Source: an optimization exercise on an open RTL-to-GDS flow (aim: small area). Production flows keep margins and buffers that such runs may drop.
Function was checked by simulation only, so behaviour that the tests miss may differ from the original.
No driver is modelled on the clock port, so clocking that relies on it looks cheaper here than on a real chip.
Power figures rest on the tool's default switching activity, not on a simulated workload.

$ cat flow/flow/deep.abc
strash
&get -n
&fraig -x
&put
scorr
dc2
strash
&get -n
&deepsyn -T 30
&put
strash
&get -n
&dch -f
&nf -R 1000 -p -a
&put
strash
dch -f
amap
$ cat flow/flow/deep_s1.abc
strash
&get -n
&fraig -x
&put
scorr
dc2
strash
&get -n
&deepsyn -T 30 -S 1
&put
strash
&get -n
&dch -f
&nf -R 1000 -p -a
&put
strash
dch -f
amap
$ cat flow/flow/run.sh
#!/bin/bash
# Own flow: the standard layout (standard.sh), with these changes:
#  - synthesis (flow/synth.tcl) is the standard synthesis except for the
#    ABC mapping step, which tries the area-oriented scripts flow/*.abc and
#    keeps the smallest result, and ORFS's adder extraction is off; the
#    registers are mapped exactly as in the standard synthesis;
#  - port buffers are sky130_fd_sc_hd__buf_1 instead of the default pick;
#  - the clock tree is built from sky130_fd_sc_hd__clkbuf_4 without dummy
#    loads; flow/post_cts.tcl then swaps any clkbuf_4 that drives 12 or more
#    clock pins for a clkbuf_8 (clock-pin slew).
# make's full output goes to flow_make.log in the work folder; ORFS's
# per-step logs stay under orfs/logs/.
set -euo pipefail
W=$(pwd)
export FLOW_WORK="$W"
bash standard.sh \
  SYNTH_SCRIPT="$W/flow/synth.tcl" \
  ADDER_MAP_FILE= \
  "BUFFER_PORTS_ARGS=-buffer_cell sky130_fd_sc_hd__buf_1" \
  "CTS_ARGS=-sink_clustering_enable -repair_clock_nets -buf_list sky130_fd_sc_hd__clkbuf_4 -dont_use_dummy_load" \
  "POST_CTS_TCL=$W/flow/post_cts.tcl" \
  finish > "$W/flow_make.log" 2>&1
$ cat flow/standard.sh
#!/bin/bash
# synth_recipe.tcl (not shown) runs the flow's synth.tcl, then flattens the netlist and writes it again
# the make line also repeats each setting of config.mk as NAME=value (left out here)
make -C /OpenROAD-flow-scripts/flow DESIGN_CONFIG=/design/flow/config.mk WORK_HOME=/design/flow/orfs CLKGATE_MAP_FILE= SYNTH_SCRIPT=/design/flow/synth_recipe.tcl "${@:-finish}"
$ cat flow/constraint.sdc
create_clock -name core_clock -period 20.0 [get_ports {clk}]
set_input_delay 4.0000 -clock core_clock [delete_from_list [all_inputs] [get_ports {clk}]]
set_output_delay 4.0000 -clock core_clock [all_outputs]
set_load 0.01 [all_outputs]
$ cat flow/flow/amap.abc
strash
&get -n
&fraig -x
&put
scorr
dc2
strash
dch -f
amap
$ cat flow/flow/synth.tcl
# The standard synthesis (synth_recipe.tcl in the work folder); only its
# ABC mapping step differs: the logic is mapped with each of a few
# area-oriented ABC scripts (flow/*.abc) and the smallest result is kept.
# Registers are mapped before this step, exactly as in the standard
# synthesis.
proc abc {args} {
  set i [lsearch $args -script]
  if {$i < 0} { yosys abc {*}$args; return }
  design -save pre_abc
  set best ""
  set best_area 0
  foreach script [lsort [glob $::env(FLOW_WORK)/flow/*.abc]] {
    design -load pre_abc
    lset args [expr {$i + 1}] $script
    if {[catch {yosys abc {*}$args} err]} {
      puts "abc with [file tail $script] failed: $err"
      continue
    }
    set out [tee -q -s result.string stat {*}$::lib_args]
    if {![regexp {Chip area for module[^:]*:\s*([0-9.]+)} $out -> area]} { continue }
    puts "abc with [file tail $script]: area $area"
    if {$best eq "" || $area < $best_area} {
      set best $script
      set best_area $area
      design -save best_abc
    }
  }
  if {$best eq ""} { error "no ABC script succeeded" }
  puts "abc: keeping [file tail $best] (area $best_area)"
  design -load best_abc
}
source $::env(FLOW_WORK)/synth_recipe.tcl
$ cat flow/flow/nf.abc
strash
&get -n
&fraig -x
&put
scorr
dc2
strash
&get -n
&dch -f
&nf -R 1000 -p -a
&put
strash
dc2
&get -n
&dch -f
&nf -R 1000 -p -a
&put
$ cat flow/config.mk
export PLATFORM = sky130hd
export DESIGN_NAME = ffm_sensor_link
export DESIGN_NICKNAME = ffm_sensor_link
export VERILOG_FILES = /design/flow/design.v
export SDC_FILE = /design/flow/constraint.sdc
export NUM_CORES = 4
export LEC_CHECK = 0
export CAP_MARGIN = 20
export CORE_MARGIN = 2
export CORE_UTILIZATION = 70
export SLEW_MARGIN = 20
$ cat flow/flow/post_cts.tcl
# After clock tree synthesis: a clkbuf_4 that drives 12 or more clock pins
# is swapped for a clkbuf_8 so the flip-flop clock-pin slew stays low, then
# the placement is legalized again.
set block [ord::get_db_block]
set changed 0
foreach inst [$block getInsts] {
  if {[[$inst getMaster] getName] ne "sky130_fd_sc_hd__clkbuf_4"} { continue }
  set out [$inst findITerm X]
  set net [$out getNet]
  if {$net eq "NULL"} { continue }
  set fo [expr {[llength [$net getITerms]] - 1}]
  if {$fo >= 12} {
    replace_cell [$inst getName] sky130_fd_sc_hd__clkbuf_8
    incr changed
  }
}
puts "post_cts: upsized $changed clock buffers"
if {$changed} {
  detailed_placement
  check_placement -verbose
}
$ cat flow/flow/deep_s2.abc
strash
&get -n
&fraig -x
&put
scorr
dc2
strash
&get -n
&deepsyn -T 30 -S 2
&put
strash
&get -n
&dch -f
&nf -R 1000 -p -a
&put
strash
dch -f
amap
$ cat flow/flow/deepnf.abc
strash
&get -n
&fraig -x
&put
scorr
dc2
strash
&get -n
&deepsyn -T 20
&put
strash
&get -n
&dch -f
&nf -R 1000 -p -a
&put
$ cat flow/design.v
module ffm_sensor_link (
    input  wire        clk,
    input  wire        rst,
    input  wire        rx_valid,
    input  wire [7:0]  rx_data,
    output wire        adc_req,
    output wire [1:0]  adc_chan,
    input  wire        adc_valid,
    input  wire [11:0] adc_data,
    output wire        tx_valid,
    output wire [7:0]  tx_data,
    input  wire        tx_ready
);
    localparam [2:0] IDLE = 3'd0;    
    localparam [2:0] ADC  = 3'd1;    
    localparam [2:0] UW   = 3'd2;    
    localparam [2:0] UR   = 3'd3;    
    localparam [2:0] BW   = 3'd4;    
    localparam [2:0] BR   = 3'd5;    
    localparam [2:0] TX   = 3'd6;    
    localparam [1:0] OP_P = 2'd0, OP_T = 2'd1, OP_V = 2'd2, OP_X = 2'd3;
    reg [2:0]  st;
    reg [4:0]  ph;       
    reg        lap2;     
    reg [1:0]  op;       
    reg        s;        
    reg [2:0]  bp;       
    reg [18:0] a0, a1;   
    reg        sd0, sd1; 
    reg [11:0] tr;       
    reg        ca, cb;   
    reg        c1;
    reg        e1, e2, c2;
    reg        f1, f2, c3;
    reg        g1, g2, g3, da, db;
    wire in_ur = (st == UR);
    wire in_br = (st == BR);
    wire is_v = op[1];
    wire is_p = ~op[1] & ~op[0];
    wire vlo  = (bp == 3'd2);
    wire vhi  = (bp == 3'd3);
    wire cklo = (bp == 3'd6);
    wire comp = is_v & (vlo | vhi | cklo);
    wire last = is_p ? (bp == 3'd3) : is_v ? (bp == 3'd7) : (bp == 3'd5);
    wire [7:0] ckhi  = {6'b111111, ~(ca & cb), ~(ca ^ cb)};
    reg  [7:0] cbyte;
    always @(*) begin
        case (bp)
            3'd0: cbyte = is_p ? 8'h04 : (is_v & s) ? 8'h08 : 8'h06;
            3'd1: cbyte = {2'b10, op, 2'b00, s, ~s};
            3'd2: cbyte = is_p ? {6'b011110, ~s, s} : {6'b000000, s, 1'b1};
            3'd3: cbyte = is_p ? ckhi : {5'b00000, s, ~s, 1'b0};
            3'd4: cbyte = is_v ? 8'h00 : {5'b01100, ~s, 1'b0, ~s};
            3'd5: cbyte = is_v ? 8'h00 : ckhi;
            default: cbyte = ckhi;
        endcase
    end
    assign adc_req  = (st == ADC);
    assign adc_chan = {s, ~s};
    assign tx_valid = (st == TX);
    assign tx_data  = comp ? tr[11:4] : cbyte;
    wire lo12 = (ph < 5'd12);
    wire g0   = ~lap2 & lo12;                                     
    wire g5   = ~lap2 & (ph >= 5'd5) & (ph <= 5'd16);             
    wire w1   = ~lap2 & (ph >= 5'd10) & (ph <= 5'd17);            
    wire w2   = lap2 ? (ph <= 5'd6) : (ph == 5'd18);              
    wire a_0 = s ? a1[0] : a0[0];
    wire a_2 = s ? a1[2] : a0[2];
    wire a_7 = s ? a1[7] : a0[7];
    wire sd  = s ? sd1 : sd0;
    wire run = in_br & comp;
    wire x0  = run & g0 & a_7;           
    wire x5  = run & g5 & a_2;           
    wire z   = x0 ^ x5 ^ c1;
    wire y   = z ^ e2 ^ c2;
    wire w   = y ^ f2 ^ c3;
    wire k5  = lap2 | (ph == 5'd12) | (ph == 5'd13);
    wire q2  = s ? g1 : k5;
    wire q8  = s & g3;
    wire q1  = w ^ q2 ^ da;
    wire v   = q1 ^ q8 ^ db;
    wire kcb = s ? (lap2 & ~ph[0])
                 : (~lap2 | (~ph[2] & ~ph[1]) | (ph[2] & ~ph[0]));
    wire ge7  = (ph >= 5'd7);
    wire u_sh = sd ? lo12 : ge7;
    wire sx   = in_ur ? (sd & a_0) : tr[4];
    wire sy   = in_ur ? ~(sd & lo12 & a_7) : v;
    wire sz   = in_ur ? (u_sh & tr[0]) : kcb;
    wire s1   = sx ^ sy ^ ca;
    wire so   = s1 ^ sz ^ cb;
    wire ca_n = (sx & sy) | (sx & ca) | (sy & ca);
    wire cb_n = (s1 & sz) | (s1 & cb) | (sz & cb);
    wire sh_v = run & (w1 | w2);
    wire sin  = (cklo & w2) ? ~so : v;
    always @(posedge clk) begin
        ph <= (ph == 5'd18) ? 5'd0 : ph + 5'd1;
        c1 <= (x0 & x5) | (x0 & c1) | (x5 & c1);
        e1 <= z; e2 <= e1; c2 <= (z & e2) | (z & c2) | (e2 & c2);
        f1 <= y; f2 <= f1; c3 <= (y & f2) | (y & c3) | (f2 & c3);
        g1 <= w; g2 <= g1; g3 <= g2;
        da <= (w & q2) | (w & da) | (q2 & da);
        db <= (q1 & q8) | (q1 & db) | (q8 & db);
        lap2 <= in_br & (lap2 | (ph == 5'd18));
        a0 <= {(in_ur & ~s) ? so : a0[0], a0[18:1]};
        a1 <= {(in_ur &  s) ? so : a1[0], a1[18:1]};
        if (st == IDLE) begin
            ca <= 1'b0;
            cb <= 1'b0;
        end else if (st == UW) begin
            ca <= 1'b1;
            cb <= 1'b0;
        end else if (in_ur || (run && cklo)) begin
            ca <= (in_ur | w2) & ca_n;
            cb <= (in_ur | w2) & cb_n;
        end
        if (st == ADC && adc_valid)
            tr <= adc_data;
        else if ((in_ur && u_sh) || sh_v)
            tr <= {sin, tr[11:1]};
        if (rst) begin
            st  <= IDLE;
            ph  <= 5'd0;
            bp  <= 3'd0;
            sd0 <= 1'b0;
            sd1 <= 1'b0;
        end else begin
            case (st)
                IDLE: if (rx_valid) begin
                    case (bp[1:0])
                        2'd0: if (rx_data == 8'h04) bp <= 3'd1;
                        2'd1: begin
                            bp <= 3'd2;
                            s  <= rx_data[1];
                            if ((rx_data[3:0] == 4'd1 || rx_data[3:0] == 4'd2) &&
                                (rx_data[7:4] == 4'h8 || rx_data[7:4] == 4'h9 || rx_data[7:4] == 4'hA))
                                op <= rx_data[5:4];
                            else
                                op <= OP_X;
                        end
                        2'd2: begin
                            bp <= 3'd3;
                            if (rx_data != {2'b01, ~op, 2'b10, ~s, s})
                                op <= OP_X;
                        end
                        default: begin
                            bp <= 3'd0;
                            if (rx_data == 8'hFF && op != OP_X)
                                st <= (op == OP_V) ? ADC : TX;
                        end
                    endcase
                end
                ADC: if (adc_valid) st <= UW;
                UW: if (ph == 5'd18) st <= UR;
                UR: if (ph == 5'd18) begin
                    st <= TX;
                    if (s) sd1 <= 1'b1; else sd0 <= 1'b1;
                end
                BW: if (!comp) st <= TX;
                else if (ph == 5'd18) st <= BR;
                BR: if (vlo ? (!lap2 && ph == 5'd17) : (lap2 && ph == 5'd6))
                    st <= TX;
                TX: if (tx_ready) begin
                    if (last) begin
                        st <= IDLE;
                        bp <= 3'd0;
                    end else begin
                        bp <= {bp[2:1], bp[0]} + 3'd1 | {1'b0, is_v & ~s & vhi, 1'b0};
                        st <= BW;
                    end
                end
                default: st <= IDLE;
            endcase
        end
    end
endmodule
==> results.cfg, run 1 <==
[global_routing]
grt_use_total_pct = 30.00
grt_pass1_vias = 2524
overflow = 0
grt_max_degree = 19
antenna_found_initial = 0
grt_pass1_wl_um = 11520

[sta]
tightest_slew_ns = 0.6101
rsz0062_at_grt = false
maxSlewViolCount = 0
setup_viol = 0
fmax_ghz = 0.1497
tns_ns = 0
relSlewSlack_pct = 59.01
timing.final.crit_share_pct = 33.40
hold_viol_final = 0
min_period_ns = 6.680
skew_ns = 0.02568

[routing]
vias_per_cell = 6.412
vias = 2834
wl_um = 7290
drt_iter0_markers = 311
first_pass_iters = 5
drcViolationCount = 0
wl_per_cell_um = 16.49
drtAntennaViolNets = 0

[place]
port_buffers = 36
place_hpwl_um = 5467
gp_congestion = 0.9381

[floorplanning]
start_util_pct = 72.02
die_w_um = 70.70
dieArea_mm2 = 0.004998
core_mm2 = 0.004324
ios = 37
die_h_um = 70.70
rows = 24

[finish]
drive_gt1_share_pct = 2.564
final_common_cell = dfxtp_1
layout_common_cells = dfxtp_1 (66), nor2_1 (56), clkinv_1 (41)
final_nets = 417
area_delta_synth_final_pct = 9.000
fillCellCount = 315
n_antenna_cell = 0

[setup_path]
crit_arrival_ns = 2.68
r2r_start = op[1]
end_kind = primary output
path_class = flop to primary output
slowest_delay_ns = 0.42
critPathMostFrequentCell = nor2_1
worstSetupStartpointType = flop
r2r_end = tr[11]
worstPathRequired_ns = 16.00
critPathMaxFanout = 8
worst-r2r-setup-slack_ns = 14.16
reg2regPathDepth = 25
cp_cell_sequence = clkinv_1 > nor2_1 > clkinv_1 > nor2_1 > a211oi_1 > nor2_1 > o21ai_0 > a21oi_1 > a211oi_1 > o31ai_1 > buf_1
crit_slowest_cell = dfxtp_1

[power_and_ir_drop]
peakVddDrop_mv = 0.08040
power_density_mw_per_mm2 = 95.73
finalPower_w = 0.0003250
power_leakage_nw = 1.143

[min_path]
worstHoldPathType = flop to flop
hold_path_end = a1[2]
holdPathStages = 0
min_from = a1[3]

[synth]
yosys_warnings = 1
syn_area_mm2 = 0.003114
ys_ff_latch = 81
synth.distinct_cells = 37
synthesis.nets = 370
syn_avg_cell_area_um2 = 9.027
synth_edf_count = 15
synth-main-ff-cell = dfxtp_1
synth_cells = 345
synthArstFlopShare_pct = 0
ys_seq_area_share_pct = 56.89

[cts]
cts_tree = done
clk_latency_ns = 0.42
clkTransAtPathRegs_ns = 0.10
cts.sinks = 81

[job]
max_cap_viol_count = 0

[status]
status = no timing/DRC/antenna violations
kinds of logic after synthesis:
family / share of synthesized area (%)
AO/OA/AOI/OAI: 20.13
buffers and inverters: 5.183
flip-flops: 56.89
AND/OR/NAND/NOR: 17.80
flip-flops by register name, summed over array words and instances (netlist names), 2 cells and up:
name,count
op,2
tr,12
ph,5
bp,3
a1,19
st,3
a0,19
layer usage:
| metal | share of wire (%) | wire length, um | up-vias | global-route usage, % |
|---|---|---|---|---|
| li1 | - | - | 1314 | - |
| met1 | 41 | 2976 | 1309 | 38.79 |
| met2 | 47 | 3448 | 184 | 47.35 |
| met3 | 9.3 | 678 | 27 | 7.265 |
| met4 | 2.6 | 187 | 0 | 15.09 |
| met5 | 0 | 0 | - | 0 |
final cells by class:
class	instances	area (um^2)	share of cell area, %
Timing Repair Buffer	37	142.6	4.202
Inverter	41	153.9	4.534
Clock buffer	9	80.08	2.359
Sequential cell	81	1772	52.19
Tap cell	52	65.06	1.917
Multi-Input combinational cell	222	1181	34.80
Yosys cell counts, types with 4 or more instances:
cell,instances,area (um^2)
a211oi_1,5,37.54
a21oi_1,26,130.1
a31oi_1,4,25.02
clkinv_1,41,153.9
dfxtp_1,66,1321
edfxtp_1,15,450.4
nand2_1,25,93.84
nand3_1,6,30.03
nor2_1,56,210.2
nor3_1,20,100.1
o21ai_0,22,110.1
o22a_1,7,61.31
o22ai_1,6,37.54
or2_0,4,25.02
or3_1,4,25.02
how the worst max path moves through the flow:
| stage | to | slack, ns | depth (start not counted) | startpoint |
|---|---|---|---|---|
| after global routing | tx_data[1] | 13.05 | 11 | bp[0] |
| final | tx_data[1] | 13.32 | 11 | bp[1] |
| after detailed placement | tx_data[1] | 13.84 | 11 | bp[1] |
| after floorplan | tx_data[0] | 14.29 | 8 | bp[1] |
| after global placement | tx_data[1] | 13.94 | 11 | bp[1] |
power by group:
part           internal [W]  leakage (nW)  switching, W
combinational     0.0000199         0.427     0.0000365
clock             0.0000252        0.0466     0.0000473
sequential         0.000185         0.670     0.0000113
worst max-delay path, delay by kind of cell, from the launching register on:
family	cells	cell delay, ns
simple gates	3	0.66
buf+inv	3	0.55
compound gates	5	0.64
flops	1	0.42
through the flow:
step           worst slack [ns]  instances  area (um^2)  hold slack, ns  utilization (%)
6_report                  13.32        442         3395          0.3070            78.50
3_3_place_gp              13.94        433         3314          0.3098            76.65
2_1_floorplan             14.29        345         3114          0.3096                -
3_5_place_dp              13.84        433         3314          0.3128            76.65
5_1_grt                   13.05        442         3395          0.3047            78.50
==> run 2: changes to the inputs <==
--- a/flow/design.v
+++ b/flow/design.v
@@ -90,7 +90,7 @@
     wire so   = s1 ^ sz ^ cb;
     wire ca_n = (sx & sy) | (sx & ca) | (sy & ca);
     wire cb_n = (s1 & sz) | (s1 & cb) | (sz & cb);
-    wire sh_v = run & (w1 | w2);
+    wire sh_v = run;
     wire sin  = (cklo & w2) ? ~so : v;
     always @(posedge clk) begin
         ph <= (ph == 5'd18) ? 5'd0 : ph + 5'd1;
==> run 2 against run 1 <==
Clock power is essentially flat. Non-clock buffer count shrank 1. First-iteration DRC count decreased by 12%. Clock-buffer cell count unchanged. Area after synthesis fell by 0.72%. Largest cell class unchanged.
==> results.cfg, run 2 <==
[place]
preCtsSetupSlack_ns = 13.86
placedCellCount = 427
port_buffers = 36
place_hpwl_um = 5423
gp_congestion = 1.022

[setup_path]
crit_arrival_ns = 2.65
slowest_delay_ns = 0.49
worst-r2r-setup-slack_ns = 14.39
r2r_start = op[1]
crit_slowest_cell = edfxtp_1
critPathMaxFanout = 8
path_class = flop to primary output
crit_start = op[1]
crit_end = tx_data[1]
reg2regPathDepth = 24
end_kind = primary output
r2r_end = tr[11]
worstPathRequired_ns = 16.00
cp_cell_sequence = clkinv_1 > nand2_1 > nor2_1 > a21oi_1 > clkinv_1 > o32ai_1 > a31o_1 > a21oi_1 > o21ai_0 > buf_1
worstSetupStartpointType = flop

[sta]
tns_ns = 0
skew_ns = 0.03107
timing.final.crit_share_pct = 33.23
hold_viol_final = 0
setup_ws_ns = 13.35
fmax_ghz = 0.1505
tightest_slew_ns = 0.6423
relSlewSlack_pct = 57.08
setup_viol = 0
rsz0062_at_grt = false
maxSlewViolCount = 0
min_period_ns = 6.646

[routing]
drt_iter0_markers = 274
vias = 2686
wl_um = 7236
vias_per_cell = 6.161
first_pass_iters = 5
drtAntennaViolNets = 0
wl_per_cell_um = 16.60
drcViolationCount = 0

[synth]
yosys_warnings = 1
ys_top_cells_by_area = dfxtp_1 (43%), edfxtp_1 (15%), nor2_1 (7.9%), clkinv_1 (4.6%), a21oi_1 (3.9%)
synth_most_common_cell = dfxtp_1
synthesis.nets = 365
synth_commonest_cells = dfxtp_1 (66), nor2_1 (65), clkinv_1 (38)
synth_xor_area_share_pct = 0
synthAdderAreaFrac_pct = 0
synth-main-ff-cell = dfxtp_1
synth.distinct_cells = 37
synth_top_family_by_area = compound AO/OA/AOI/OAI gates
yosys.area.top_type_share_pct = 42.74
synth.area.mux_share_pct = 0
syn_area_mm2 = 0.003092
ys_seq_area_share_pct = 57.30
ys_ff_latch = 81
synth_compound_area_share_pct = 20.84
synth_cells = 340
post-synth-top-area-cell = dfxtp_1
synthArstFlopShare_pct = 0
synth_edf_count = 15
synthSimpleGateAreaFrac_pct = 17.00
syn_avg_cell_area_um2 = 9.093

[finish]
layout_common_cells = dfxtp_1 (66), nor2_1 (65), clkinv_1 (38)
layout.area.seq_mm2 = 0.001772
drive_gt1_share_pct = 2.344
multi_input_area_mm2 = 0.001170
final_common_cell = dfxtp_1
fin_util_pct = 78.35
area_delta_synth_final_pct = 8.822
stdcell_count = 436
fillCellCount = 308
top_regs = a0 (19), a1 (19), tr (12)
final_nets = 411
n_antenna_cell = 0

[global_routing]
grt_use_total_pct = 31.28
overflow = 0
antenna_found_initial = 0
grt_pass1_wl_um = 11860
grt_pass1_vias = 2527
grt_max_degree = 21

[floorplanning]
dieArea_mm2 = 0.004965
die_w_um = 70.46
core_mm2 = 0.004294
ios = 37
start_util_pct = 72.00
rows = 24
die_h_um = 70.46

[cts]
cts.sinks = 81
cts_tree = done
clkTransAtPathRegs_ns = 0.11
clk_latency_ns = 0.42

[power_and_ir_drop]
power_leakage_nw = 1.167
peakVddDrop_mv = 0.07588
finalPower_w = 0.0003373
power_density_mw_per_mm2 = 100.2

[status]
status = no timing/DRC/antenna violations

[job]
max_cap_viol_count = 0

[min_path]
worstHoldPathType = flop to flop
==> run 2: kinds of logic (layout without fill, tap and decap cells) <==
group | Yosys count | count (layout)
buffers and inverters | 39 | 83
DFF | 81 | 81
and+or+nand+nor | 123 | 123
AOI/OAI and AO/OA | 97 | 97
==> run 2: how the worst min path moves through the flow <==
stage / startpoint / endpoint / slack [ns] / depth (start not counted)
finish: g2 / g3 / 0.30 / 0
global route: g2 / g3 / 0.31 / 0
detailed placement: a0[3] / a0[2] / 0.31 / 0
global placement: f1 / f2 / 0.31 / 0
floorplan: a0[1] / a0[0] / 0.31 / 0
==> run 2: power by group <==
group,total (W),internal [W],switching [W]
combinational,0.0000646,0.0000218,0.0000429
clock,0.0000723,0.0000252,0.0000471
sequential,0.000200,0.000188,0.0000121
total,0.000337,0.000235,0.000102
==> run 2: layout make-up <==
cell class,count,share of cell area [%]
inverters,38,4.239
clock buffers,9,2.380
repair buffers,36,4.016
multi-input cells,220,34.77
flip-flops and latches,81,52.66
well taps,52,1.934
==> run 2: stage by stage <==
step           cell area (um^2)  hold slack, ns
2_1_floorplan              3092          0.3096
3_3_place_gp               3284          0.3106
3_5_place_dp               3284          0.3132
5_1_grt                    3364          0.3110
6_report                   3364          0.3023
==> run 2: worst max-delay path: cells and delay by family (launching register included) <==
| kind | cells | cell delay, ns |
|---|---|---|
| and+or+nand+nor | 2 | 0.24 |
| AOI/OAI and AO/OA | 5 | 0.90 |
| DFF | 1 | 0.49 |
| buffers and inverters | 3 | 0.60 |
==> run 2: routing by layer <==
layer / vias to the layer above / track usage (%) / part of all wire [%]
li1: 1309 / - / -
met1: 1216 / 40.73 / 42
met2: 135 / 49.48 / 48
met3: 26 / 9.091 / 8.0
met4: 0 / 11.97 / 2.3
met5: - / 0 / 0
==> run 3: changes to the inputs <==
--- a/flow/design.v
+++ b/flow/design.v
@@ -58,7 +58,7 @@
     assign adc_req  = (st == ADC);
     assign adc_chan = {s, ~s};
     assign tx_valid = (st == TX);
-    assign tx_data  = comp ? tr[11:4] : cbyte;
+    assign tx_data  = tr[11:4];
     wire lo12 = (ph < 5'd12);
     wire g0   = ~lap2 & lo12;                                     
     wire g5   = ~lap2 & (ph >= 5'd5) & (ph <= 5'd16);             
@@ -90,8 +90,9 @@
     wire so   = s1 ^ sz ^ cb;
     wire ca_n = (sx & sy) | (sx & ca) | (sy & ca);
     wire cb_n = (s1 & sz) | (s1 & cb) | (sz & cb);
-    wire sh_v = run;
-    wire sin  = (cklo & w2) ? ~so : v;
+    wire sh_v = in_br;
+    wire cbit = cbyte[ph[2:0] + 3'd6];   
+    wire sin  = ~comp ? cbit : (cklo & w2) ? ~so : v;
     always @(posedge clk) begin
         ph <= (ph == 5'd18) ? 5'd0 : ph + 5'd1;
         c1 <= (x0 & x5) | (x0 & c1) | (x5 & c1);
@@ -145,19 +146,18 @@
                         default: begin
                             bp <= 3'd0;
                             if (rx_data == 8'hFF && op != OP_X)
-                                st <= (op == OP_V) ? ADC : TX;
+                                st <= (op == OP_V) ? ADC : BW;
                         end
                     endcase
                 end
                 ADC: if (adc_valid) st <= UW;
                 UW: if (ph == 5'd18) st <= UR;
                 UR: if (ph == 5'd18) begin
-                    st <= TX;
+                    st <= BR;
                     if (s) sd1 <= 1'b1; else sd0 <= 1'b1;
                 end
-                BW: if (!comp) st <= TX;
-                else if (ph == 5'd18) st <= BR;
-                BR: if (vlo ? (!lap2 && ph == 5'd17) : (lap2 && ph == 5'd6))
+                BW: if (ph == 5'd18) st <= BR;
+                BR: if ((vlo | ~comp) ? (!lap2 && ph == 5'd17) : (lap2 && ph == 5'd6))
                     st <= TX;
                 TX: if (tx_ready) begin
                     if (last) begin
==> run 3 against run 2 <==
Sequential share of layout area is 0.22 points higher. Core utilization down 0.86 points. Cell area decreased by 0.41%. Highest routed layer unchanged. Synthesized cell count decreased by 0.29%. Register-to-register slack gained 0.12 ns.
==> results.cfg, run 3 <==
[place]
gp_congestion = 0.9359
place_hpwl_um = 5219
port_buffers = 36
preCtsSetupSlack_ns = 14.48
placedCellCount = 418

[routing]
wl_um = 7037
drt_iter0_markers = 350
vias = 2666
first_pass_iters = 8
wl_per_cell_um = 16.48
drtAntennaViolNets = 0
drcViolationCount = 0
vias_per_cell = 6.244

[finish]
final_common_cell = dfxtp_1
stdcell_count = 427
n_antenna_cell = 0
fillCellCount = 322
drive_gt1_share_pct = 2.400
fin_util_pct = 77.49
layout_common_cells = dfxtp_1 (66), nor2_1 (56), clkinv_1 (41)
area_delta_synth_final_pct = 6.778
final_nets = 402
top_regs = a0 (19), a1 (19), tr (12)

[sta]
tns_ns = 0
maxSlewViolCount = 0
min_period_ns = 5.994
rsz0062_at_grt = false
setup_viol = 0
timing.final.crit_share_pct = 29.97
relSlewSlack_pct = 56.17
tightest_slew_ns = 0.6574
fmax_ghz = 0.1668
skew_ns = 0.03217
setup_ws_ns = 14.01
hold_viol_final = 0

[synth]
ys_ff_latch = 81
post-synth-top-area-cell = dfxtp_1
synthesis.nets = 364
ys_seq_area_share_pct = 56.46
syn_area_mm2 = 0.003138
ys_top_cells_by_area = dfxtp_1 (42%), edfxtp_1 (14%), nor2_1 (6.7%), clkinv_1 (4.9%), o22a_1 (3.6%)
synth_cells = 339
yosys.area.top_type_share_pct = 42.11
synth_commonest_cells = dfxtp_1 (66), nor2_1 (56), clkinv_1 (41)
synthArstFlopShare_pct = 0
syn_avg_cell_area_um2 = 9.257
yosys_warnings = 1
synth-main-ff-cell = dfxtp_1
synth.distinct_cells = 38
synth_most_common_cell = dfxtp_1
synth_edf_count = 15

[status]
status = no timing/DRC/antenna violations

[setup_path]
worstPathRequired_ns = 16.00
crit_arrival_ns = 1.99
path_class = flop to primary output
slowest_delay_ns = 0.78
end_kind = primary output
critPathMaxFanout = 18
cp_cell_sequence = clkinv_1 > buf_1
crit_slowest_cell = edfxtp_1
worstSetupStartpointType = flop

[power_and_ir_drop]
finalPower_w = 0.0002472
peakVddDrop_mv = 0.08055
power_leakage_nw = 1.167
power_density_mw_per_mm2 = 73.78

[floorplanning]
dieArea_mm2 = 0.005035
core_mm2 = 0.004324
die_h_um = 70.96
ios = 37
start_util_pct = 72.57
rows = 24
die_w_um = 70.96

[cts]
clkTransAtPathRegs_ns = 0.10
cts.sinks = 81
clk_latency_ns = 0.42
cts_tree = done

[job]
max_cap_viol_count = 0

[global_routing]
antenna_found_initial = 0
grt_use_total_pct = 29.79
overflow = 0
grt_max_degree = 19
grt_pass1_vias = 2440
grt_pass1_wl_um = 11450

[min_path]
worstHoldPathType = flop to flop
[run 3: per-stage QoR]
stage	cell area [um^2]	hold WS [ns]
finish	3351	0.3102
global route	3351	0.3184
detailed placement	3271	0.3121
global placement	3271	0.3100
floorplan	3138	0.3096
[run 3: cell type report]
cell class                      count  area [um^2]  share of cell area, %
Sequential cell                    81         1772                  52.88
Multi-Input combinational cell    208         1145                  34.17
Inverter                           41        153.9                  4.593
Timing Repair Buffer               36        135.1                  4.033
Clock buffer                        9        80.08                  2.390
Tap cell                           52        65.06                  1.942
[run 3: power by group]
part	internal, W	switching, W
clock network	0.0000251	0.0000466
registers	0.000166	0.000000817
logic	0.00000346	0.00000525
[run 3: per-layer routing]
metal | vias to the layer above | track usage [%] | part of all wire [%]
li1 | 1278 | - | -
met1 | 1228 | 37.87 | 41
met2 | 136 | 47.98 | 48
met3 | 24 | 8.832 | 8.0
met4 | 0 | 12.16 | 2.8
met5 | - | 0 | 0
[run 3: final timing paths]
path,startpoint,to,slack [ns],cells past startpoint
worst min register to register,a0[10],a0[9],0.31,0
worst min-delay path,a0[10],a0[9],0.31,0
worst max-delay path,s,adc_chan[0],14.01,2
worst max register to register,s,tr[11],14.51,22
[run 3: logic make-up (layout without fill, tap and decap cells)]
logic type | count (synthesis) | in the layout | synth area share, %
flops | 81 | 81 | 56.46
simple gates | 112 | 112 | 15.07
buf+inv | 50 | 86 | 7.057
compound gates | 96 | 96 | 21.41
[run 3: critical path, delay by kind of cell (launching register included)]
kind | cells | cell delay, ns
buffers and inverters | 2 | 0.80
DFF | 1 | 0.78

==> port drivers added, routing unchanged <==
Ports are ideal in the flow. The routed layouts listed here were re-timed in OpenROAD. Step 1, drivers: a clkbuf_16 drives clk and a buf_2 each remaining input, both assumed. Step 2, shift: input delay + t, output delay - t, t = (earliest + latest rising clock arrival at the registers) / 2. This alone moves slack from input paths to output paths. Slacks: no drivers / after step 1 / after step 2; pairs: no drivers / after step 1.
run | t, ns | setup slack, ns | worst setup path at the end
run 1 | 0.428 | 13.320 / 13.295 / 13.724 | register to output
run 2 | 0.434 | 13.354 / 13.329 / 13.763 | register to output
run 3 | 0.430 | 14.006 / 13.981 / 14.411 | register to output
After both steps setup and hold are still met in every run listed.
